This is an optimization exercise on Yosys and OpenROAD, whose aim is small area, a short achievable clock period and few clock cycles per item, not a production implementation. The RTL was checked by simulation tests, not by an equivalence proof against the original design.

**flow/design.v**
```verilog
module modsynth_csa #(parameter W = 8) (
    input  wire [W-1:0] a,
    input  wire [W-1:0] b,
    input  wire [W-1:0] c,
    output wire [W-1:0] s,
    output wire [W-1:0] k
);
    assign s = a ^ b ^ c;
    assign k = {(a[W-2:0] & b[W-2:0]) | (c[W-2:0] & (a[W-2:0] ^ b[W-2:0])), 1'b0};
endmodule
module modsynth (
    input  wire        clk,
    input  wire        rst,
    input  wire        cmd_valid,
    output wire        cmd_ready,
    input  wire [2:0]  cmd_data,
    output wire        smp_valid,
    input  wire        smp_ready,
    output wire [15:0] smp_data
);
    reg        busy;    
    reg        f2;      
    reg        half;    
    reg        neg;     
    reg        dir;     
    reg  [8:0] x;       
    reg [15:0] g_q;     
    assign cmd_ready = ~busy & ~rst;
    assign smp_valid =  busy & ~rst;
    wire accept = cmd_valid & cmd_ready & (cmd_data[2:1] != 2'b11);
    wire emit   = smp_valid & smp_ready;
    wire last   = ~dir & (x == (f2 ? 9'd4 : 9'd10)) & (g_q[15] != neg);
    wire        wrap  = f2 ? (dir ? (x >= 9'd508) : (x >= 9'd496))
                           : (dir ? (x >= 9'd502) : (x >= 9'd490));
    wire [5:0]  step  = f2 ? (wrap ? (dir ? 6'd5 : 6'd28) : 6'd4)
                           : (wrap ? (dir ? 6'd11 : 6'd34) : 6'd10);
    wire [8:0]  x_n   = x + {3'd0, step};
    wire        dir_n = dir ^ wrap;
    wire        neg_n = neg ^ (wrap & dir);
    wire [8:0]  a     = x ^ {9{dir}};
    wire [5:0] ah = a[8:3];
    wire [2:0] al = a[2:0];
    wire [17:0] tb;
    wire [9:0] ts;
    wire [1:0] tr;
    modsynth_tab u_tab (.a(a), .tb(tb), .ts(ts), .tr(tr));
    wire [18:0] p0 = {9'd0, ts & {10{al[0]}}};
    wire [18:0] p1 = {8'd0, ts & {10{al[1]}}, 1'b0};
    wire [18:0] p2 = {7'd0, ts & {10{al[2]}}, 2'b0};
    wire [18:0] p3 = {14'd0, tr, 3'd0};
    wire [18:0] s1, k1, s2, k2, s3, k3;
    modsynth_csa #(19) u_c1 ({1'b0, tb}, p0, p1, s1, k1);
    modsynth_csa #(19) u_c2 (s1, k1, p2, s2, k2);
    modsynth_csa #(19) u_c3 (s2, k2, p3, s3, k3);
    wire [18:0] fx = s3 + k3;
    wire [14:0] f   = fx[17:3];
    wire [15:0] g  = neg ? ~{1'b0, f} : {1'b0, f};
    wire [15:0] gs = half ? {g_q[15], g_q[15:1]} : g_q;
    wire [16:0] r  = {gs[15], gs} + 17'd1;
    assign smp_data = r[16:1];
    always @(posedge clk) begin
        if (rst)
            busy <= 1'b0;
        else if (accept)
            busy <= 1'b1;
        else if (emit && last)
            busy <= 1'b0;
    end
    always @(posedge clk) begin
        if (accept) begin
            f2    <= (cmd_data == 3'b010);
            half  <= (cmd_data == 3'b000);
            neg   <= (cmd_data == 3'b100);
            dir   <= 1'b0;
            x     <= (cmd_data == 3'b010) ? 9'd4 : 9'd10;
            g_q   <= {16{cmd_data == 3'b100}};    
        end else if (emit) begin
            x     <= x_n;
            dir   <= dir_n;
            neg   <= neg_n;
            g_q   <= g;
        end
    end
endmodule
module modsynth_tab (
    input  wire [8:0] a,
    output wire [17:0] tb,
    output wire [9:0] ts,
    output wire [1:0] tr
);
    wire new_n40, new_n41, new_n42, new_n43, new_n44, new_n45, new_n46, new_n47, new_n48, new_n49, new_n50, new_n51, new_n52, new_n53, new_n54, new_n55, new_n56, new_n57, new_n58, new_n59, new_n60, new_n61, new_n62, new_n63, new_n64, new_n65, new_n66, new_n67, new_n68, new_n69, new_n70, new_n71, new_n72, new_n73, new_n74, new_n75, new_n76, new_n77, new_n78, new_n79, new_n80, new_n81, new_n82, new_n83, new_n84, new_n85, new_n86, new_n87, new_n88, new_n89, new_n90, new_n92, new_n93, new_n94, new_n95, new_n96, new_n97, new_n98, new_n99, new_n100, new_n101, new_n102, new_n103, new_n104, new_n105, new_n106, new_n107, new_n108, new_n109, new_n110, new_n111, new_n112, new_n114, new_n115, new_n116, new_n117, new_n118, new_n119, new_n121, new_n122, new_n123, new_n124, new_n125, new_n126, new_n127, new_n128, new_n129, new_n130, new_n131, new_n132, new_n133, new_n134, new_n135, new_n136, new_n138, new_n139, new_n140, new_n141, new_n142, new_n143, new_n144, new_n145, new_n146, new_n147, new_n148, new_n149, new_n150, new_n151, new_n152, new_n153, new_n154, new_n155, new_n156, new_n157, new_n159, new_n160, new_n161, new_n162, new_n163, new_n164, new_n165, new_n166, new_n167, new_n168, new_n169, new_n170, new_n171, new_n172, new_n173, new_n174, new_n175, new_n176, new_n177, new_n178, new_n179, new_n180, new_n181, new_n182, new_n183, new_n184, new_n185, new_n186, new_n188, new_n189, new_n190, new_n191, new_n192, new_n193, new_n194, new_n195, new_n196, new_n197, new_n198, new_n199, new_n200, new_n201, new_n202, new_n203, new_n204, new_n205, new_n206, new_n207, new_n208, new_n209, new_n210, new_n211, new_n213, new_n214, new_n215, new_n216, new_n217, new_n218, new_n219, new_n220, new_n221, new_n222, new_n223, new_n224, new_n225, new_n226, new_n228, new_n229, new_n230, new_n231, new_n232, new_n233, new_n234, new_n235, new_n236, new_n237, new_n238, new_n239, new_n240, new_n241, new_n242, new_n243, new_n244, new_n245, new_n246, new_n247, new_n248, new_n250, new_n251, new_n252, new_n253, new_n254, new_n255, new_n256, new_n257, new_n258, new_n259, new_n260, new_n261, new_n262, new_n263, new_n264, new_n265, new_n267, new_n268, new_n269, new_n270, new_n271, new_n272, new_n273, new_n274, new_n275, new_n276, new_n277, new_n278, new_n279, new_n280, new_n281, new_n282, new_n283, new_n284, new_n285, new_n287, new_n288, new_n289, new_n290, new_n291, new_n292, new_n293, new_n294, new_n295, new_n296, new_n297, new_n298, new_n299, new_n300, new_n302, new_n303, new_n304, new_n305, new_n306, new_n307, new_n308, new_n309, new_n310, new_n311, new_n312, new_n313, new_n314, new_n315, new_n316, new_n317, new_n318, new_n319, new_n320, new_n321, new_n322, new_n323, new_n324, new_n326, new_n327, new_n328, new_n329, new_n330, new_n331, new_n332, new_n333, new_n334, new_n335, new_n336, new_n337, new_n338, new_n339, new_n340, new_n342, new_n343, new_n344, new_n345, new_n346, new_n347, new_n348, new_n349, new_n350, new_n351, new_n353, new_n354, new_n355, new_n356, new_n357, new_n358, new_n359, new_n360, new_n362, new_n363, new_n364, new_n366, new_n368, new_n369, new_n370, new_n371, new_n372, new_n373, new_n375, new_n376, new_n377, new_n378, new_n379, new_n380, new_n381, new_n382, new_n383, new_n384, new_n385, new_n386, new_n387, new_n388, new_n389, new_n391, new_n392, new_n393, new_n394, new_n395, new_n396, new_n397, new_n398, new_n399, new_n400, new_n401, new_n402, new_n403, new_n405, new_n406, new_n407, new_n408, new_n409, new_n410, new_n411, new_n412, new_n413, new_n414, new_n416, new_n417, new_n418, new_n419, new_n420, new_n421, new_n422, new_n423, new_n424, new_n425, new_n426, new_n427, new_n428, new_n429, new_n430, new_n432, new_n433, new_n434, new_n435, new_n436, new_n437, new_n438, new_n439, new_n440, new_n441, new_n442, new_n443, new_n444, new_n446, new_n447, new_n448, new_n449, new_n450, new_n451, new_n452, new_n453, new_n455, new_n456, new_n457, new_n459, new_n460, new_n461, new_n464, new_n465, new_n466, new_n467, new_n468, new_n469, new_n470, new_n471, new_n472, new_n473, new_n474, new_n475, new_n476, new_n477, new_n478, new_n479, new_n480, new_n481, new_n482, new_n483, new_n484, new_n485, new_n486, new_n487, new_n488, new_n489, new_n490, new_n491, new_n492, new_n493, new_n494, new_n495, new_n496, new_n497, new_n498, new_n499, new_n500, new_n501, new_n502, new_n503, new_n504, new_n505, new_n506, new_n507, new_n508, new_n509, new_n510, new_n511, new_n512, new_n513, new_n514, new_n515, new_n516, new_n517, new_n518, new_n519, new_n520, new_n521, new_n522, new_n523, new_n524, new_n525, new_n526, new_n527, new_n528, new_n529, new_n530, new_n531, new_n532, new_n533, new_n534, new_n535, new_n536, new_n537, new_n538, new_n539, new_n540, new_n541, new_n542, new_n543, new_n544, new_n545, new_n546, new_n547, new_n548, new_n549, new_n550, new_n551, new_n552, new_n553, new_n554, new_n555, new_n556, new_n557, new_n558, new_n560, new_n561, new_n562, new_n563;
    assign new_n40 = a[5] & a[7];
    assign new_n41 = ~a[5] & ~a[7];
    assign new_n42 = ~new_n40 & ~new_n41;
    assign new_n43 = ~a[3] & a[6];
    assign new_n44 = ~a[8] & new_n43;
    assign new_n45 = ~new_n42 & new_n44;
    assign new_n46 = a[5] & ~a[6];
    assign new_n47 = ~a[8] & new_n46;
    assign new_n48 = a[3] & a[4];
    assign new_n49 = new_n47 & new_n48;
    assign new_n50 = ~a[6] & a[8];
    assign new_n51 = new_n41 & new_n50;
    assign new_n52 = a[4] & a[6];
    assign new_n53 = a[7] & a[8];
    assign new_n54 = new_n52 & new_n53;
    assign new_n55 = ~new_n51 & ~new_n54;
    assign new_n56 = ~new_n49 & new_n55;
    assign new_n57 = ~new_n45 & new_n56;
    assign new_n58 = ~a[3] & ~a[4];
    assign new_n59 = a[5] & ~a[7];
    assign new_n60 = ~a[8] & new_n59;
    assign new_n61 = a[6] & new_n60;
    assign new_n62 = ~new_n58 & new_n61;
    assign new_n63 = ~a[5] & a[6];
    assign new_n64 = ~a[4] & ~new_n63;
    assign new_n65 = a[6] & a[8];
    assign new_n66 = a[3] & new_n65;
    assign new_n67 = ~a[7] & a[8];
    assign new_n68 = a[3] & ~a[6];
    assign new_n69 = new_n67 & new_n68;
    assign new_n70 = ~new_n66 & ~new_n69;
    assign new_n71 = new_n64 & ~new_n70;
    assign new_n72 = ~new_n62 & ~new_n71;
    assign new_n73 = new_n57 & new_n72;
    assign new_n74 = ~a[3] & ~new_n65;
    assign new_n75 = new_n40 & new_n58;
    assign new_n76 = ~a[8] & ~new_n75;
    assign new_n77 = new_n74 & ~new_n76;
    assign new_n78 = ~a[3] & a[4];
    assign new_n79 = new_n41 & new_n78;
    assign new_n80 = ~new_n77 & ~new_n79;
    assign new_n81 = a[3] & ~a[4];
    assign new_n82 = a[7] & ~a[8];
    assign new_n83 = ~a[3] & a[5];
    assign new_n84 = a[3] & ~a[5];
    assign new_n85 = ~new_n83 & ~new_n84;
    assign new_n86 = new_n82 & ~new_n85;
    assign new_n87 = a[8] & new_n59;
    assign new_n88 = ~new_n86 & ~new_n87;
    assign new_n89 = new_n81 & ~new_n88;
    assign new_n90 = new_n80 & ~new_n89;
    assign tb[0] = new_n73 & new_n90;
    assign new_n92 = a[5] & new_n52;
    assign new_n93 = ~a[4] & ~a[6];
    assign new_n94 = a[8] & new_n93;
    assign new_n95 = ~new_n92 & ~new_n94;
    assign new_n96 = ~new_n55 & new_n95;
    assign new_n97 = new_n59 & new_n94;
    assign new_n98 = ~new_n96 & ~new_n97;
    assign new_n99 = a[4] & ~new_n85;
    assign new_n100 = ~a[6] & a[7];
    assign new_n101 = a[8] & ~new_n58;
    assign new_n102 = new_n100 & ~new_n101;
    assign new_n103 = ~new_n99 & new_n102;
    assign new_n104 = new_n98 & ~new_n103;
    assign new_n105 = new_n48 & ~new_n104;
    assign new_n106 = ~a[6] & ~a[8];
    assign new_n107 = ~a[7] & ~new_n106;
    assign new_n108 = ~new_n81 & ~new_n107;
    assign new_n109 = ~a[8] & new_n63;
    assign new_n110 = ~new_n108 & new_n109;
    assign new_n111 = ~new_n71 & ~new_n110;
    assign new_n112 = new_n80 & new_n111;
    assign tb[1] = ~new_n105 & new_n112;
    assign new_n114 = new_n46 & ~new_n58;
    assign new_n115 = new_n100 & ~new_n114;
    assign new_n116 = new_n81 & new_n115;
    assign new_n117 = ~new_n79 & ~new_n116;
    assign new_n118 = ~a[8] & ~new_n117;
    assign new_n119 = new_n52 & new_n60;
    assign tb[2] = ~new_n118 & ~new_n119;
    assign new_n121 = ~a[5] & a[7];
    assign new_n122 = a[3] & ~new_n121;
    assign new_n123 = ~new_n53 & ~new_n122;
    assign new_n124 = a[4] & ~new_n66;
    assign new_n125 = ~new_n123 & new_n124;
    assign new_n126 = ~a[7] & ~a[8];
    assign new_n127 = ~new_n46 & ~new_n63;
    assign new_n128 = new_n126 & new_n127;
    assign new_n129 = a[7] & ~new_n52;
    assign new_n130 = new_n74 & new_n129;
    assign new_n131 = a[5] & new_n53;
    assign new_n132 = ~a[4] & a[6];
    assign new_n133 = new_n41 & new_n132;
    assign new_n134 = ~new_n131 & ~new_n133;
    assign new_n135 = ~new_n130 & new_n134;
    assign new_n136 = ~new_n128 & new_n135;
    assign tb[3] = ~new_n125 & new_n136;
    assign new_n138 = new_n82 & ~new_n116;
    assign new_n139 = new_n101 & new_n121;
    assign new_n140 = a[7] & ~new_n46;
    assign new_n141 = ~new_n139 & new_n140;
    assign new_n142 = ~new_n138 & new_n141;
    assign new_n143 = new_n122 & new_n127;
    assign new_n144 = new_n63 & new_n67;
    assign new_n145 = ~new_n143 & ~new_n144;
    assign new_n146 = a[4] & ~new_n145;
    assign new_n147 = ~a[6] & ~a[7];
    assign new_n148 = a[3] & ~a[8];
    assign new_n149 = a[5] & ~new_n148;
    assign new_n150 = new_n147 & new_n149;
    assign new_n151 = ~a[3] & new_n132;
    assign new_n152 = new_n126 & new_n151;
    assign new_n153 = ~a[4] & ~a[8];
    assign new_n154 = new_n59 & new_n153;
    assign new_n155 = ~new_n152 & ~new_n154;
    assign new_n156 = ~new_n150 & new_n155;
    assign new_n157 = ~new_n146 & new_n156;
    assign tb[4] = new_n142 | ~new_n157;
    assign new_n159 = ~a[4] & a[5];
    assign new_n160 = new_n53 & ~new_n81;
    assign new_n161 = ~new_n159 & ~new_n160;
    assign new_n162 = a[4] & a[8];
    assign new_n163 = ~new_n153 & ~new_n162;
    assign new_n164 = ~new_n161 & new_n163;
    assign new_n165 = a[3] & new_n40;
    assign new_n166 = ~a[8] & new_n165;
    assign new_n167 = ~new_n164 & ~new_n166;
    assign new_n168 = a[6] & ~new_n167;
    assign new_n169 = ~new_n48 & ~new_n159;
    assign new_n170 = new_n127 & new_n169;
    assign new_n171 = new_n46 & new_n58;
    assign new_n172 = ~new_n170 & ~new_n171;
    assign new_n173 = new_n126 & ~new_n172;
    assign new_n174 = a[3] & new_n52;
    assign new_n175 = ~new_n82 & ~new_n174;
    assign new_n176 = new_n163 & ~new_n175;
    assign new_n177 = ~new_n100 & ~new_n144;
    assign new_n178 = new_n83 & new_n106;
    assign new_n179 = ~new_n78 & ~new_n178;
    assign new_n180 = ~new_n177 & ~new_n179;
    assign new_n181 = a[8] & new_n81;
    assign new_n182 = ~a[6] & new_n181;
    assign new_n183 = ~new_n69 & ~new_n182;
    assign new_n184 = ~new_n180 & new_n183;
    assign new_n185 = ~new_n176 & new_n184;
    assign new_n186 = ~new_n173 & new_n185;
    assign tb[5] = ~new_n168 & new_n186;
    assign new_n188 = a[4] & ~new_n127;
    assign new_n189 = ~a[5] & new_n93;
    assign new_n190 = ~new_n151 & ~new_n189;
    assign new_n191 = ~new_n188 & new_n190;
    assign new_n192 = ~new_n53 & new_n191;
    assign new_n193 = ~new_n53 & new_n174;
    assign new_n194 = ~new_n191 & ~new_n193;
    assign new_n195 = ~new_n192 & ~new_n194;
    assign new_n196 = ~a[3] & ~a[5];
    assign new_n197 = a[4] & new_n196;
    assign new_n198 = ~new_n171 & ~new_n197;
    assign new_n199 = new_n109 & ~new_n152;
    assign new_n200 = new_n198 & new_n199;
    assign new_n201 = ~a[8] & new_n52;
    assign new_n202 = new_n50 & new_n78;
    assign new_n203 = ~new_n201 & ~new_n202;
    assign new_n204 = ~a[7] & ~new_n203;
    assign new_n205 = new_n59 & new_n151;
    assign new_n206 = new_n81 & new_n147;
    assign new_n207 = ~new_n60 & ~new_n178;
    assign new_n208 = ~new_n206 & new_n207;
    assign new_n209 = ~new_n205 & new_n208;
    assign new_n210 = ~new_n204 & new_n209;
    assign new_n211 = ~new_n200 & new_n210;
    assign tb[6] = new_n195 | ~new_n211;
    assign new_n213 = new_n42 & new_n65;
    assign new_n214 = new_n40 & new_n52;
    assign new_n215 = ~new_n213 & ~new_n214;
    assign new_n216 = ~a[3] & ~new_n215;
    assign new_n217 = a[3] & new_n127;
    assign new_n218 = ~new_n163 & new_n217;
    assign new_n219 = ~a[3] & ~a[6];
    assign new_n220 = a[4] & new_n219;
    assign new_n221 = ~new_n63 & ~new_n220;
    assign new_n222 = new_n126 & ~new_n221;
    assign new_n223 = new_n41 & new_n101;
    assign new_n224 = ~new_n171 & ~new_n223;
    assign new_n225 = ~new_n222 & new_n224;
    assign new_n226 = ~new_n218 & new_n225;
    assign tb[7] = new_n216 | ~new_n226;
    assign new_n228 = a[6] & new_n126;
    assign new_n229 = ~new_n50 & ~new_n228;
    assign new_n230 = new_n41 & ~new_n229;
    assign new_n231 = ~a[3] & ~new_n230;
    assign new_n232 = ~new_n126 & ~new_n131;
    assign new_n233 = ~a[4] & ~new_n232;
    assign new_n234 = a[4] & ~a[6];
    assign new_n235 = new_n232 & new_n234;
    assign new_n236 = ~new_n233 & ~new_n235;
    assign new_n237 = new_n231 & new_n236;
    assign new_n238 = ~a[4] & ~a[5];
    assign new_n239 = ~a[7] & ~new_n65;
    assign new_n240 = new_n238 & ~new_n239;
    assign new_n241 = new_n40 & new_n234;
    assign new_n242 = a[3] & ~new_n241;
    assign new_n243 = ~new_n240 & new_n242;
    assign new_n244 = ~new_n237 & ~new_n243;
    assign new_n245 = new_n53 & new_n63;
    assign new_n246 = new_n198 & new_n245;
    assign new_n247 = ~new_n154 & ~new_n166;
    assign new_n248 = ~new_n246 & new_n247;
    assign tb[8] = ~new_n244 & new_n248;
    assign new_n250 = a[5] & new_n78;
    assign new_n251 = ~new_n52 & new_n148;
    assign new_n252 = ~new_n49 & new_n251;
    assign new_n253 = ~new_n250 & ~new_n252;
    assign new_n254 = ~a[7] & ~new_n253;
    assign new_n255 = new_n48 & new_n139;
    assign new_n256 = ~new_n61 & ~new_n255;
    assign new_n257 = a[8] & new_n46;
    assign new_n258 = ~new_n133 & ~new_n257;
    assign new_n259 = ~a[3] & ~new_n258;
    assign new_n260 = ~a[5] & new_n58;
    assign new_n261 = ~new_n92 & ~new_n260;
    assign new_n262 = ~a[8] & ~new_n261;
    assign new_n263 = ~new_n259 & ~new_n262;
    assign new_n264 = new_n256 & new_n263;
    assign new_n265 = new_n104 & new_n264;
    assign tb[9] = ~new_n254 & new_n265;
    assign new_n267 = ~a[8] & new_n41;
    assign new_n268 = ~a[3] & ~new_n40;
    assign new_n269 = ~new_n82 & new_n268;
    assign new_n270 = ~new_n148 & ~new_n269;
    assign new_n271 = ~new_n267 & ~new_n270;
    assign new_n272 = a[6] & new_n271;
    assign new_n273 = a[3] & new_n59;
    assign new_n274 = ~new_n126 & ~new_n162;
    assign new_n275 = new_n273 & ~new_n274;
    assign new_n276 = ~a[6] & new_n41;
    assign new_n277 = ~a[4] & new_n276;
    assign new_n278 = ~new_n275 & ~new_n277;
    assign new_n279 = ~new_n272 & new_n278;
    assign new_n280 = new_n191 & ~new_n196;
    assign new_n281 = new_n106 & ~new_n280;
    assign new_n282 = a[7] & ~new_n48;
    assign new_n283 = new_n114 & new_n282;
    assign new_n284 = ~new_n271 & new_n283;
    assign new_n285 = ~new_n281 & ~new_n284;
    assign tb[10] = new_n279 & new_n285;
    assign new_n287 = ~new_n67 & ~new_n82;
    assign new_n288 = ~a[8] & new_n219;
    assign new_n289 = ~new_n287 & ~new_n288;
    assign new_n290 = ~a[4] & ~new_n289;
    assign new_n291 = tb[3] & new_n290;
    assign new_n292 = ~new_n85 & new_n229;
    assign new_n293 = ~a[6] & ~new_n160;
    assign new_n294 = ~new_n84 & ~new_n293;
    assign new_n295 = ~new_n292 & ~new_n294;
    assign new_n296 = ~a[3] & new_n61;
    assign new_n297 = ~new_n48 & ~new_n58;
    assign new_n298 = new_n289 & ~new_n297;
    assign new_n299 = ~new_n296 & ~new_n298;
    assign new_n300 = ~new_n295 & new_n299;
    assign tb[11] = ~new_n291 & new_n300;
    assign new_n302 = ~new_n41 & ~new_n109;
    assign new_n303 = new_n108 & ~new_n302;
    assign new_n304 = ~new_n281 & new_n303;
    assign new_n305 = ~new_n48 & new_n63;
    assign new_n306 = ~new_n131 & ~new_n305;
    assign new_n307 = ~new_n68 & ~new_n201;
    assign new_n308 = ~new_n306 & ~new_n307;
    assign new_n309 = a[8] & ~new_n214;
    assign new_n310 = new_n174 & new_n309;
    assign new_n311 = ~new_n308 & ~new_n310;
    assign new_n312 = ~new_n177 & ~new_n311;
    assign new_n313 = new_n92 & new_n268;
    assign new_n314 = new_n148 & new_n159;
    assign new_n315 = ~new_n133 & ~new_n202;
    assign new_n316 = ~new_n314 & new_n315;
    assign new_n317 = ~new_n313 & new_n316;
    assign new_n318 = new_n115 & new_n297;
    assign new_n319 = new_n58 & ~new_n100;
    assign new_n320 = ~new_n47 & ~new_n319;
    assign new_n321 = new_n93 & ~new_n320;
    assign new_n322 = ~new_n318 & ~new_n321;
    assign new_n323 = new_n317 & new_n322;
    assign new_n324 = ~new_n312 & new_n323;
    assign tb[12] = ~new_n304 & new_n324;
    assign new_n326 = new_n84 & new_n132;
    assign new_n327 = new_n95 & ~new_n326;
    assign new_n328 = ~a[7] & ~new_n327;
    assign new_n329 = new_n47 & ~new_n297;
    assign new_n330 = ~a[8] & ~new_n132;
    assign new_n331 = new_n40 & ~new_n58;
    assign new_n332 = ~new_n330 & new_n331;
    assign new_n333 = ~new_n329 & ~new_n332;
    assign new_n334 = ~new_n53 & ~new_n78;
    assign new_n335 = a[6] & ~new_n334;
    assign new_n336 = a[8] & new_n260;
    assign new_n337 = ~new_n335 & ~new_n336;
    assign new_n338 = new_n333 & new_n337;
    assign new_n339 = ~new_n296 & new_n338;
    assign new_n340 = ~new_n328 & new_n339;
    assign tb[13] = new_n118 | ~new_n340;
    assign new_n342 = ~a[8] & ~new_n297;
    assign new_n343 = new_n191 & new_n342;
    assign new_n344 = new_n46 & new_n162;
    assign new_n345 = new_n67 & new_n238;
    assign new_n346 = new_n121 & new_n234;
    assign new_n347 = ~new_n345 & ~new_n346;
    assign new_n348 = ~new_n344 & new_n347;
    assign new_n349 = ~new_n139 & new_n306;
    assign new_n350 = new_n348 & new_n349;
    assign new_n351 = ~new_n62 & new_n350;
    assign tb[14] = new_n343 | ~new_n351;
    assign new_n353 = a[5] & a[6];
    assign new_n354 = ~new_n174 & ~new_n353;
    assign new_n355 = ~new_n287 & new_n354;
    assign new_n356 = ~new_n114 & new_n126;
    assign new_n357 = ~new_n355 & ~new_n356;
    assign new_n358 = ~a[7] & ~new_n354;
    assign new_n359 = a[8] & ~new_n189;
    assign new_n360 = ~new_n115 & ~new_n359;
    assign tb[16] = new_n358 | ~new_n360;
    assign new_n362 = new_n107 & tb[16];
    assign new_n363 = ~new_n107 & ~tb[16];
    assign new_n364 = ~new_n362 & ~new_n363;
    assign tb[15] = new_n357 | new_n364;
    assign new_n366 = new_n106 & ~new_n114;
    assign tb[17] = ~new_n126 & ~new_n366;
    assign new_n368 = a[4] & ~new_n106;
    assign new_n369 = ~new_n93 & new_n273;
    assign new_n370 = ~new_n368 & new_n369;
    assign new_n371 = ~new_n76 & ~new_n198;
    assign new_n372 = ~new_n45 & ~new_n371;
    assign new_n373 = ~new_n370 & new_n372;
    assign ts[0] = new_n98 & new_n373;
    assign new_n375 = ~new_n151 & ~new_n220;
    assign new_n376 = ~new_n93 & new_n375;
    assign new_n377 = new_n67 & new_n376;
    assign new_n378 = new_n48 & new_n257;
    assign new_n379 = ~new_n273 & ~new_n378;
    assign new_n380 = ~new_n171 & ~new_n245;
    assign new_n381 = ~new_n52 & new_n196;
    assign new_n382 = ~new_n274 & new_n381;
    assign new_n383 = new_n380 & ~new_n382;
    assign new_n384 = new_n379 & new_n383;
    assign new_n385 = ~new_n63 & new_n86;
    assign new_n386 = ~new_n234 & ~new_n305;
    assign new_n387 = new_n330 & new_n386;
    assign new_n388 = ~new_n385 & ~new_n387;
    assign new_n389 = new_n384 & new_n388;
    assign ts[1] = new_n377 | ~new_n389;
    assign new_n391 = new_n81 & ~new_n127;
    assign new_n392 = ~new_n234 & ~new_n391;
    assign new_n393 = ~new_n162 & new_n376;
    assign new_n394 = ~new_n392 & new_n393;
    assign new_n395 = a[7] & new_n394;
    assign new_n396 = new_n222 & ~new_n394;
    assign new_n397 = a[4] & ~new_n42;
    assign new_n398 = new_n66 & ~new_n397;
    assign new_n399 = ~new_n206 & ~new_n241;
    assign new_n400 = ~new_n276 & new_n399;
    assign new_n401 = ~new_n398 & new_n400;
    assign new_n402 = new_n80 & new_n401;
    assign new_n403 = ~new_n396 & new_n402;
    assign ts[2] = new_n395 | ~new_n403;
    assign new_n405 = new_n63 & ~new_n282;
    assign new_n406 = ~new_n58 & ~new_n405;
    assign new_n407 = ~new_n239 & ~new_n260;
    assign new_n408 = ~new_n53 & ~new_n407;
    assign new_n409 = ~new_n406 & ~new_n408;
    assign new_n410 = ~new_n43 & ~new_n58;
    assign new_n411 = new_n60 & new_n410;
    assign new_n412 = ~new_n49 & ~new_n411;
    assign new_n413 = ~new_n116 & new_n412;
    assign new_n414 = new_n311 & new_n413;
    assign ts[3] = new_n409 | ~new_n414;
    assign new_n416 = ~new_n78 & new_n229;
    assign new_n417 = ~new_n330 & ~new_n416;
    assign new_n418 = new_n41 & ~new_n417;
    assign new_n419 = ~new_n64 & new_n86;
    assign new_n420 = new_n48 & new_n61;
    assign new_n421 = ~new_n121 & ~new_n239;
    assign new_n422 = new_n181 & new_n421;
    assign new_n423 = ~new_n420 & ~new_n422;
    assign new_n424 = ~new_n419 & new_n423;
    assign new_n425 = a[7] & new_n96;
    assign new_n426 = ~a[8] & ~new_n64;
    assign new_n427 = ~a[3] & ~new_n421;
    assign new_n428 = ~new_n426 & new_n427;
    assign new_n429 = ~new_n425 & ~new_n428;
    assign new_n430 = new_n424 & new_n429;
    assign ts[4] = new_n418 | ~new_n430;
    assign new_n432 = new_n82 & ~new_n353;
    assign new_n433 = new_n280 & new_n432;
    assign new_n434 = ~new_n147 & ~new_n165;
    assign new_n435 = ~new_n267 & new_n434;
    assign new_n436 = ~new_n43 & new_n435;
    assign new_n437 = new_n368 & ~new_n436;
    assign new_n438 = a[4] & ~a[7];
    assign new_n439 = new_n65 & ~new_n438;
    assign new_n440 = new_n122 & new_n439;
    assign new_n441 = ~a[4] & ~new_n229;
    assign new_n442 = new_n435 & new_n441;
    assign new_n443 = ~new_n440 & ~new_n442;
    assign new_n444 = ~new_n437 & new_n443;
    assign ts[5] = ~new_n433 & new_n444;
    assign new_n446 = new_n82 & new_n386;
    assign new_n447 = new_n282 & ~new_n380;
    assign new_n448 = ~new_n87 & ~new_n346;
    assign new_n449 = ~new_n447 & new_n448;
    assign new_n450 = ~new_n446 & new_n449;
    assign new_n451 = ~new_n174 & ~new_n450;
    assign new_n452 = new_n193 & ~new_n267;
    assign new_n453 = ~new_n213 & new_n452;
    assign ts[6] = new_n451 | new_n453;
    assign new_n455 = ~new_n234 & ~new_n355;
    assign new_n456 = ~new_n147 & ~new_n455;
    assign new_n457 = ~new_n257 & ~new_n420;
    assign ts[7] = new_n456 | ~new_n457;
    assign new_n459 = a[7] & ~new_n94;
    assign new_n460 = ~new_n40 & ~new_n51;
    assign new_n461 = ~new_n459 & new_n460;
    assign ts[8] = ~new_n420 & new_n461;
    assign ts[9] = ~a[8] | new_n276;
    assign new_n464 = ~a[1] & ~a[2];
    assign new_n465 = a[3] & new_n464;
    assign new_n466 = ~new_n83 & ~new_n465;
    assign new_n467 = a[0] & ~new_n466;
    assign new_n468 = ~a[0] & a[1];
    assign new_n469 = a[2] & new_n468;
    assign new_n470 = ~new_n467 & ~new_n469;
    assign new_n471 = new_n191 & new_n470;
    assign new_n472 = ~a[1] & ~new_n250;
    assign new_n473 = a[5] & new_n81;
    assign new_n474 = ~a[0] & ~a[4];
    assign new_n475 = a[2] & ~new_n474;
    assign new_n476 = ~new_n473 & ~new_n475;
    assign new_n477 = ~new_n472 & new_n476;
    assign new_n478 = ~new_n471 & new_n477;
    assign new_n479 = ~new_n219 & new_n478;
    assign new_n480 = a[0] & ~a[1];
    assign new_n481 = ~new_n392 & new_n480;
    assign new_n482 = ~a[0] & ~new_n127;
    assign new_n483 = a[4] & ~new_n482;
    assign new_n484 = ~a[1] & a[2];
    assign new_n485 = ~new_n391 & new_n484;
    assign new_n486 = ~new_n483 & new_n485;
    assign new_n487 = ~new_n481 & ~new_n486;
    assign new_n488 = ~new_n479 & new_n487;
    assign new_n489 = a[2] & new_n250;
    assign new_n490 = ~a[5] & new_n48;
    assign new_n491 = ~a[2] & ~a[4];
    assign new_n492 = ~new_n83 & new_n491;
    assign new_n493 = new_n480 & ~new_n492;
    assign new_n494 = ~new_n490 & new_n493;
    assign new_n495 = ~new_n489 & new_n494;
    assign new_n496 = a[1] & ~new_n169;
    assign new_n497 = ~new_n489 & ~new_n496;
    assign new_n498 = ~a[0] & ~new_n497;
    assign new_n499 = a[1] & ~a[2];
    assign new_n500 = ~a[0] & new_n499;
    assign new_n501 = a[4] & ~new_n500;
    assign new_n502 = ~new_n484 & ~new_n499;
    assign new_n503 = ~a[5] & ~new_n502;
    assign new_n504 = ~new_n501 & new_n503;
    assign new_n505 = ~new_n498 & ~new_n504;
    assign new_n506 = ~new_n495 & new_n505;
    assign new_n507 = new_n174 & new_n499;
    assign new_n508 = ~new_n174 & ~new_n499;
    assign new_n509 = ~new_n63 & ~new_n508;
    assign new_n510 = ~new_n507 & new_n509;
    assign new_n511 = ~new_n506 & new_n510;
    assign new_n512 = a[7] & ~new_n151;
    assign new_n513 = ~new_n478 & new_n512;
    assign new_n514 = ~new_n511 & ~new_n513;
    assign new_n515 = new_n488 & new_n514;
    assign new_n516 = new_n100 & new_n506;
    assign new_n517 = ~a[5] & ~new_n468;
    assign new_n518 = new_n162 & ~new_n517;
    assign new_n519 = a[1] & new_n58;
    assign new_n520 = a[6] & a[7];
    assign new_n521 = ~new_n519 & new_n520;
    assign new_n522 = ~new_n518 & new_n521;
    assign new_n523 = new_n470 & new_n522;
    assign new_n524 = ~new_n516 & ~new_n523;
    assign new_n525 = ~new_n515 & new_n524;
    assign new_n526 = new_n309 & new_n525;
    assign new_n527 = ~a[0] & a[5];
    assign new_n528 = new_n393 & new_n527;
    assign new_n529 = a[0] & ~new_n234;
    assign new_n530 = ~new_n198 & new_n529;
    assign new_n531 = ~new_n528 & ~new_n530;
    assign new_n532 = new_n484 & new_n531;
    assign new_n533 = ~new_n92 & ~new_n474;
    assign new_n534 = ~new_n527 & ~new_n533;
    assign new_n535 = new_n532 & ~new_n534;
    assign new_n536 = a[2] & ~new_n375;
    assign new_n537 = ~a[3] & ~new_n189;
    assign new_n538 = new_n499 & ~new_n537;
    assign new_n539 = ~new_n536 & ~new_n538;
    assign new_n540 = ~a[0] & ~new_n353;
    assign new_n541 = ~new_n539 & new_n540;
    assign new_n542 = ~new_n92 & ~new_n250;
    assign new_n543 = ~new_n43 & new_n468;
    assign new_n544 = ~new_n542 & new_n543;
    assign new_n545 = ~new_n541 & ~new_n544;
    assign new_n546 = ~new_n535 & new_n545;
    assign new_n547 = new_n138 & ~new_n546;
    assign new_n548 = ~new_n100 & new_n484;
    assign new_n549 = ~new_n531 & new_n548;
    assign new_n550 = ~new_n83 & new_n93;
    assign new_n551 = a[7] & ~new_n550;
    assign new_n552 = a[6] & new_n85;
    assign new_n553 = ~new_n551 & ~new_n552;
    assign new_n554 = a[0] & ~a[8];
    assign new_n555 = new_n499 & new_n554;
    assign new_n556 = ~new_n553 & new_n555;
    assign new_n557 = ~new_n549 & ~new_n556;
    assign new_n558 = ~new_n547 & new_n557;
    assign tr[0] = new_n526 | ~new_n558;
    assign new_n560 = ~a[8] & ~new_n510;
    assign new_n561 = new_n532 & ~new_n560;
    assign new_n562 = a[8] & new_n499;
    assign new_n563 = ~new_n561 & ~new_n562;
    assign tr[1] = ~new_n525 & ~new_n563;
endmodule
```
**flow/flow/run.sh**
```bash
#!/bin/bash
# The standard layout (the standard.sh: ORFS synthesis to finish, unchanged
# scripts and constraints) with three knobs changed for a shorter achieved
# period: the ports get buf_2 buffers (not delay buffers), sizing may swap
# cells of different footprints, and the timing repair aims at a setup slack
# of 7.8 ns.
set -euo pipefail
bash standard.sh SETUP_SLACK_MARGIN=7.8 MATCH_CELL_FOOTPRINT=0 \
    "BUFFER_PORTS_ARGS=-buffer_cell sky130_fd_sc_hd__buf_2" finish > standard.log 2>&1
```
**flow/standard.sh**
```bash
#!/bin/bash
# synth_recipe.tcl (not shown) runs the flow's synth.tcl, then flattens the netlist and writes it again
# the make line also repeats each setting of config.mk as NAME=value (left out here)
make -C /OpenROAD-flow-scripts/flow DESIGN_CONFIG=/design/flow/config.mk WORK_HOME=/design/flow/orfs CLKGATE_MAP_FILE= SYNTH_SCRIPT=/design/flow/synth_recipe.tcl "${@:-finish}"
```
**flow/config.mk**
```make
export PLATFORM = sky130hd
export DESIGN_NAME = modsynth
export DESIGN_NICKNAME = modsynth
export VERILOG_FILES = /design/flow/design.v
export SDC_FILE = /design/flow/constraint.sdc
export NUM_CORES = 4
export LEC_CHECK = 0
export ABC_AREA = 1
export CAP_MARGIN = 20
export CORE_MARGIN = 2
export CORE_UTILIZATION = 60
export SLEW_MARGIN = 20
export SYNTH_MEMORY_MAX_BITS = 65536
```
**flow/constraint.sdc**
```tcl
create_clock -name core_clock -period 14.0 [get_ports {clk}]
set_input_delay 2.8000 -clock core_clock [delete_from_list [all_inputs] [get_ports {clk}]]
set_output_delay 2.8000 -clock core_clock [all_outputs]
set_load 0.01 [all_outputs]
```
==> run summary, run 1 <==
Longest Clk Path Bufs 2; asr flop ratio synth 0; relative slew slack 0.302; mapped cell area 5850 µm²; simple-gate share of the synthesized area 0.368; GRT met3 Usage 0.101; Final Max Tran Viols 0; Starting Density 0.607; total number of vias just under 7000; status timing/DRC/antenna clean; type of the worst min-delay path flip-flop to flip-flop; Avg Cell Area, Syn 6.50 µm²; Critical Path Most Common Cell buf_2; P&R area growth vs syn 4.90%; fin crit period ~6 ns; Core Footprint 9640 µm²; Post-Syn Nets slightly below 1000; cell accounting for the most synthesized area edfxtp_1; first-pass GRT wire length approximately 33000 µm; mux contribution to synthesized area 0.00342; vias in the first global route between 6000 and 7000; WP data required between 10 and 15 ns; largest cells by area after synthesis edfxtp_1 (14%), nand2_1 (13%), fa_1 (7.9%); CTS tree built; CP peak stage delay approximately 0.16 ns; #FFs+latches synth 30; cts bufs inserted 5; Peak Freq approximately 170 MHz; Initial DRT Pass Iterations 10; H-Tree Depth 2; Yosys top cell area share 0.144; Post-Syn Instances 900; RSZ-0062 raised after global routing no; initial drt markers 969; GP Congestion ~1.2; final setup violation count 0; Total Wirelength 22000 µm; post-detailed-route wirelength per cell about 21 µm; I/O pin count 25; met2 Usage GRT 0.696; total die area between 10000 and 15000 µm²; cell family with most CP delay buffers and inverters; startpoint types input port; site row count 36; Sink Count 30; Synth Area in Compound Gates 0.160; Post-Synth XOR/XNOR Area 0.0539; via/cell ratio 6.65; clk_skew 0.00677 ns; initial antenna violation count 0; ratio of final minimum period to clock period 0.431; GRT busiest layer met2; nets a little under 1000; gr ovfl total 0; port bufs 24; largest net degree at the start of global routing 28; worst slew pin tran ~1.0 ns; post-synthesis adder-cell area fraction 0.154; CP endpoint kind output port; CTS Root Cell clkbuf_8; crit path buf inv count 2; largest family of logic cells by synthesized area simple AND/OR/NAND/NOR gates; max_cap viols 0; Worst-path clk slew approximately 0.07 ns; Crit Path Max Fanout 3; Worst R2R Setup Slack 8.06 ns; final hold violations 0; met1 usage 0.486; Primary FF master, synth edfxtp_1; CP arrival about 3.2 ns; Post-Place Setup Slack about 7.6 ns; Die Y ~100 µm; sequential cell area fraction in the yosys report 0.151; final worst slack 7.97 ns; YS warnings 1; worst path cell trace buf_2 -> nor2_1 -> buf_2; slowest cell on the critical path nor2_1; layout cells sized above 1 0.135; setup_tns 0 ns; # DRC 0; ANT cells 0; Die X 103 µm; clock latency (worst-skew pair) approximately 0.29 ns; hpwl dp around 17000 µm; post-synth cell types just over 50; Post-synth EDFFs 28; antenna-violating nets left 0; critical path type input port to output port; Overall Global Routing Usage 0.421
==> worst min-delay path: stages (launching register included) <==
cell and delay [ns]:
dfxtp_1 0.31, inv_1 0.05, nor2_1 0.05, nand2_1 0.06
nand2_1 0.04
==> cells in the final DEF, fill, tap and decap left out, drive strengths merged, types with 4 or more instances in the layout <==
| master | instances |
|---|---|
| xor2 | 22 |
| xnor2 | 14 |
| fa | 23 |
| o21ai | 65 |
| nor3 | 15 |
| nor4 | 10 |
| inv | 120 |
| o2111ai | 6 |
| nand3 | 59 |
| nor2 | 118 |
| a211oi | 6 |
| buf | 30 |
| edfxtp | 28 |
| clkbuf | 5 |
| nand2 | 234 |
| or2 | 12 |
| o211ai | 6 |
| a31oi | 5 |
| nand4 | 16 |
| o22ai | 4 |
| ha | 35 |
| a21oi | 56 |
==> final timing paths <==
path | startpoint | endpoint | cells past startpoint
hold reg to reg | busy | busy | 4
hold / removal | busy | busy | 4
setup / recovery | rst | smp_valid | 3
setup reg to reg | x[3] | g_q[14] | 31
==> synthesized netlist by cell type, types with 9 or more instances <==
cell type / number
o21ai_0: 57
nand2_2: 24
xor2_1: 22
nand3_1: 56
xnor2_1: 14
fa_1: 23
inv_2: 13
nand2_1: 202
inv_1: 106
nor2_1: 102
nor4_1: 9
edfxtp_1: 28
nor3_1: 13
nand4_1: 16
ha_1: 35
a21oi_1: 55
or2_2: 9
==> flip-flops by register name, indices dropped and copies added, names as in the netlist <==
signal	cells
busy	1
dir	1
f2	1
g_q	16
half	1
neg	1
x	9
==> stage by stage <==
stage | utilization | instances | hold slack [ns] | cell area (µm²)
floorplan | - | 900 | 0.553 | 5850
global placement | 0.619 | 1032 | 0.525 | 5970
detailed placement | 0.619 | 1032 | 0.536 | 5970
CTS | 0.631 | 1040 | 0.554 | 6080
global route | 0.637 | 1044 | 0.622 | 6140
finish | 0.637 | 1044 | 0.552 | 6140
==> metal layers <==
layer	wire length (µm)	vias up
li1	-	3012
met1	7480	3096
met2	9660	648
met3	2760	184
met4	2080	0
met5	0	-
==> what timing repair did <==
action | CTS | global route
pin swaps | 0 | 2
resized for setup | 1 | 6
gates cloned | 0 | 1
setup buffers | 0 | 3
hold buffers | 0 | 0
endpoints found under the setup margin | 6 | 12
==> kinds of logic after synthesis <==
group / after synthesis
fa+ha+maj: 58
mux: 2
compound gates: 162
simple gates: 464
xor+xnor: 36
buf+inv: 148
flops: 30
==> layout make-up <==
type / instances / area, µm²
clock buffers: 5 / 68.8
clock inverters: 3 / 45.0
fillers: 868 / 3500
inverters: 120 / 453
multi-input cells: 723 / 4360
flip-flops and latches: 30 / 885
well taps: 133 / 166
repair buffers: 30 / 165
Testbench counts, summed over its fixed seeds: cycles 128,128, items 128,000.
==> run 2, diff against run 1 <==
==> flow/flow/run.sh (replaced) <==
#!/bin/bash
# The standard layout (the standard.sh: ORFS synthesis to finish, unchanged
# scripts and constraints) with three knobs changed for a shorter achieved
# period: the ports get buf_2 buffers (not delay buffers), sizing may swap
# cells of different footprints, and the timing repair aims at a setup slack
# of 8.0 ns.
set -euo pipefail
bash standard.sh SETUP_SLACK_MARGIN=8.0 MATCH_CELL_FOOTPRINT=0 \
    "BUFFER_PORTS_ARGS=-buffer_cell sky130_fd_sc_hd__buf_2" finish > standard.log 2>&1
==> run summary, run 2 <==
# DRC 0 (unchanged); worst path cell trace buf_2 -> nor2_4 -> buf_6; top layer used by detailed routing met4; startpoint types input port; Starting Density 0.607 (unchanged); Core Footprint 9640 µm² (unchanged); largest cells by area after synthesis edfxtp_1 (14%), nand2_1 (13%), fa_1 (7.9%); sequential cell area fraction in the yosys report 0.151 (unchanged); CTS tree built; Final Max Tran Viols 0 (unchanged); total number of vias 6913 (-0.39%); ANT cells 0 (unchanged); biggest regs g_q: 16 flops, x: 9 flops; Total Wirelength 22600 µm (+2.6%); cts bufs inserted 5 (unchanged); I/O pin count 25 (unchanged); register bank with the most flops g_q; Largest register FFs 16 (unchanged); asr flop ratio synth 0 (unchanged); Post-Syn Nets 965 (unchanged); hpwl dp 16700 µm (unchanged); initial drt markers 854 (-12%); post-layout util 0.646 (+0.00870); final hold violations 0 (unchanged); Primary FF master, synth edfxtp_1; type of the worst min-delay path flip-flop to flip-flop; worst slew pin tran 1.05 ns (+0.00154 ns); Post-Synth XOR/XNOR Area 0.0539 (unchanged); mux contribution to synthesized area 0.00342 (unchanged); post-synthesis adder-cell area fraction 0.154 (unchanged); Sink Count 30 (unchanged); largest family of logic cells by synthesized area simple AND/OR/NAND/NOR gates; Peak Freq 167 MHz (+0.79%); CP endpoint kind output port; clock latency (worst-skew pair) 0.28 ns (about the same); post-detailed-route wirelength per cell 21.5 µm (+2.3%); RSZ-0062 raised after global routing yes; nets 978 (+0.31%); simple-gate share of the synthesized area 0.368 (unchanged); largest net degree at the start of global routing 28 (unchanged); Crit Path Max Fanout 3 (unchanged); antenna-violating nets left 0 (unchanged); Post-Syn Instances 900 (unchanged); post-synth cell types 51 (unchanged); YS warnings 1 (unchanged); H-Tree Depth 2 (unchanged); gr ovfl total 0 (unchanged); slowest cell on the critical path nor2_4; mapped cell area 5850 µm² (unchanged); total die area 10600 µm² (unchanged); Commonest cells post-synth nand2_1 (202), inv_1 (106), nor2_1 (102); Longest Clk Path Bufs 2 (unchanged); setup_tns 0 ns (unchanged); initial antenna violation count 0 (unchanged); Overall Global Routing Usage 0.421 (-0.000426); Post-synth EDFFs 28 (unchanged); CP peak stage delay 0.14 ns (-0.02 ns); Worst-path clk slew 0.07 ns (about the same); met2 wire length 9990 µm (+3.4%); Worst R2R Setup Slack 8.14 ns (+0.08 ns); Die Y 103 µm (unchanged); most common cell in the netlist nand2_1; filler cell count 845 (-2.6%); via/cell ratio 6.60 (-0.67%); CTS Root Cell clkbuf_8; commonest non-fill, non-tap cell in the layout nand2_1; site row count 36 (unchanged); port bufs 24 (unchanged); clk_skew 0.00710 ns (+0.000332 ns); most frequent cells in the layout nand2_1 (201), inv_1 (106), nor2_1 (100); critical path type input port to output port; relative slew slack 0.301 (-0.00103); CP arrival 3.18 ns (-0.05 ns); final setup violation count 0 (unchanged); fin crit period 5.98 ns (-0.0471 ns); cell accounting for the most synthesized area edfxtp_1; Initial DRT Pass Iterations 10 (unchanged); ratio of final minimum period to clock period 0.427 (-0.00337); max_cap viols 0 (unchanged); vias in the first global route 6425 (-0.33%); WP data required 11.20 ns (about the same); met1 WL 7820 µm (+4.5%); Die X 103 µm (unchanged); #FFs+latches synth 30 (unchanged); layout cells sized above 1 0.141 (+0.00612); Synth Area in Compound Gates 0.160 (unchanged); P&R area growth vs syn 6.33%; Avg Cell Area, Syn 6.50 µm² (unchanged); met3 wire len 2750 µm (-0.22%); first-pass GRT wire length 33500 µm (about the same); status timing/DRC/antenna clean; Yosys top cell area share 0.144 (unchanged); GP Congestion 1.23 (unchanged)
==> run 2: cell type report <==
cell class | count | area [µm²] | area share
clock buffers | 5 | 68.8 | 0.0111
clock inverters | 3 | 45.0 | 0.00724
inverters | 120 | 453 | 0.0728
multi-input cells | 723 | 4410 | 0.709
flip-flops and latches | 30 | 885 | 0.142
well taps | 133 | 166 | 0.0267
repair buffers | 33 | 194 | 0.0312
==> run 2: path summary, 6_finish.rpt <==
check | start | endpoint | depth (start not counted)
worst max-delay path | rst | smp_valid | 3
worst min-delay path | busy | busy | 4
worst max register to register | x[8] | g_q[9] | 21
worst min register to register | busy | busy | 4
==> run 2: cells by family after synthesis <==
| logic type | after synthesis |
|---|---|
| XOR/XNOR | 36 |
| AO/OA/AOI/OAI | 162 |
| AND/OR/NAND/NOR | 464 |
| adder cells (fa/ha/maj) | 58 |
| multiplexers | 2 |
| buffers and inverters | 148 |
| flip-flops | 30 |
==> run 2: stage by stage <==
stage          hold slack [ns]  instance area [µm²]  worst slack (ns)  cells
2_1_floorplan            0.553                 5850              8.17    900
3_3_place_gp             0.525                 5970              7.72   1032
3_5_place_dp             0.536                 5970              7.59   1032
4_1_cts                  0.552                 6090              8.00   1040
5_1_grt                  0.672                 6220              7.99   1047
6_report                 0.613                 6220              8.02   1047
==> run 2: per-layer routing <==
metal,global-route usage,up-vias
met5,0,-
met4,0.284,0
met3,0.108,171
met2,0.689,612
met1,0.483,3119
li1,-,3011
==> run 2: what timing repair did <==
| action | in CTS | in global routing |
|---|---|---|
| setup buffers | 0 | 6 |
| cloned | 0 | 1 |
| pin swaps | 0 | 3 |
| gates resized for setup | 3 | 17 |
| hold buffers | 0 | 0 |
| endpoints found under the setup margin | 11 | 12 |
==> run 2: worst max-delay path, delay by kind of cell <==
kind | cells | cell delay (ns)
and+or+nand+nor | 1 | 0.14
buffers and inverters | 2 | 0.24

[afterwards: timing with drivers on the ports]
No port has a modelled driver above. Below, the same layouts with a new extraction and two added sets of constraints. Step 1, drivers: a clkbuf_16 drives clk and a buf_2 each remaining input, both assumed. Step 2 times the ports against the registers' clock, not the clock port: input delays grow and output delays shrink by t, the midpoint of the rising clock arrivals with the driver on. a / b / c = ideal / step 1 / step 2; a / b = the first two.
run	t (ns)	setup WS [ns]	clock arrival spread, ns	worst data-port slew with drivers (ns)
run 1	0.309	7.972 / 7.951 / 7.951	0.009 / 0.009	0.03
run 2	0.308	8.019 / 7.987 / 7.987	0.009 / 0.009	0.04
After both steps every run listed still meets setup and hold. The setup slack of run 2, which loses most, moves by -0.032 ns with the drivers and by -0.032 ns with both steps.
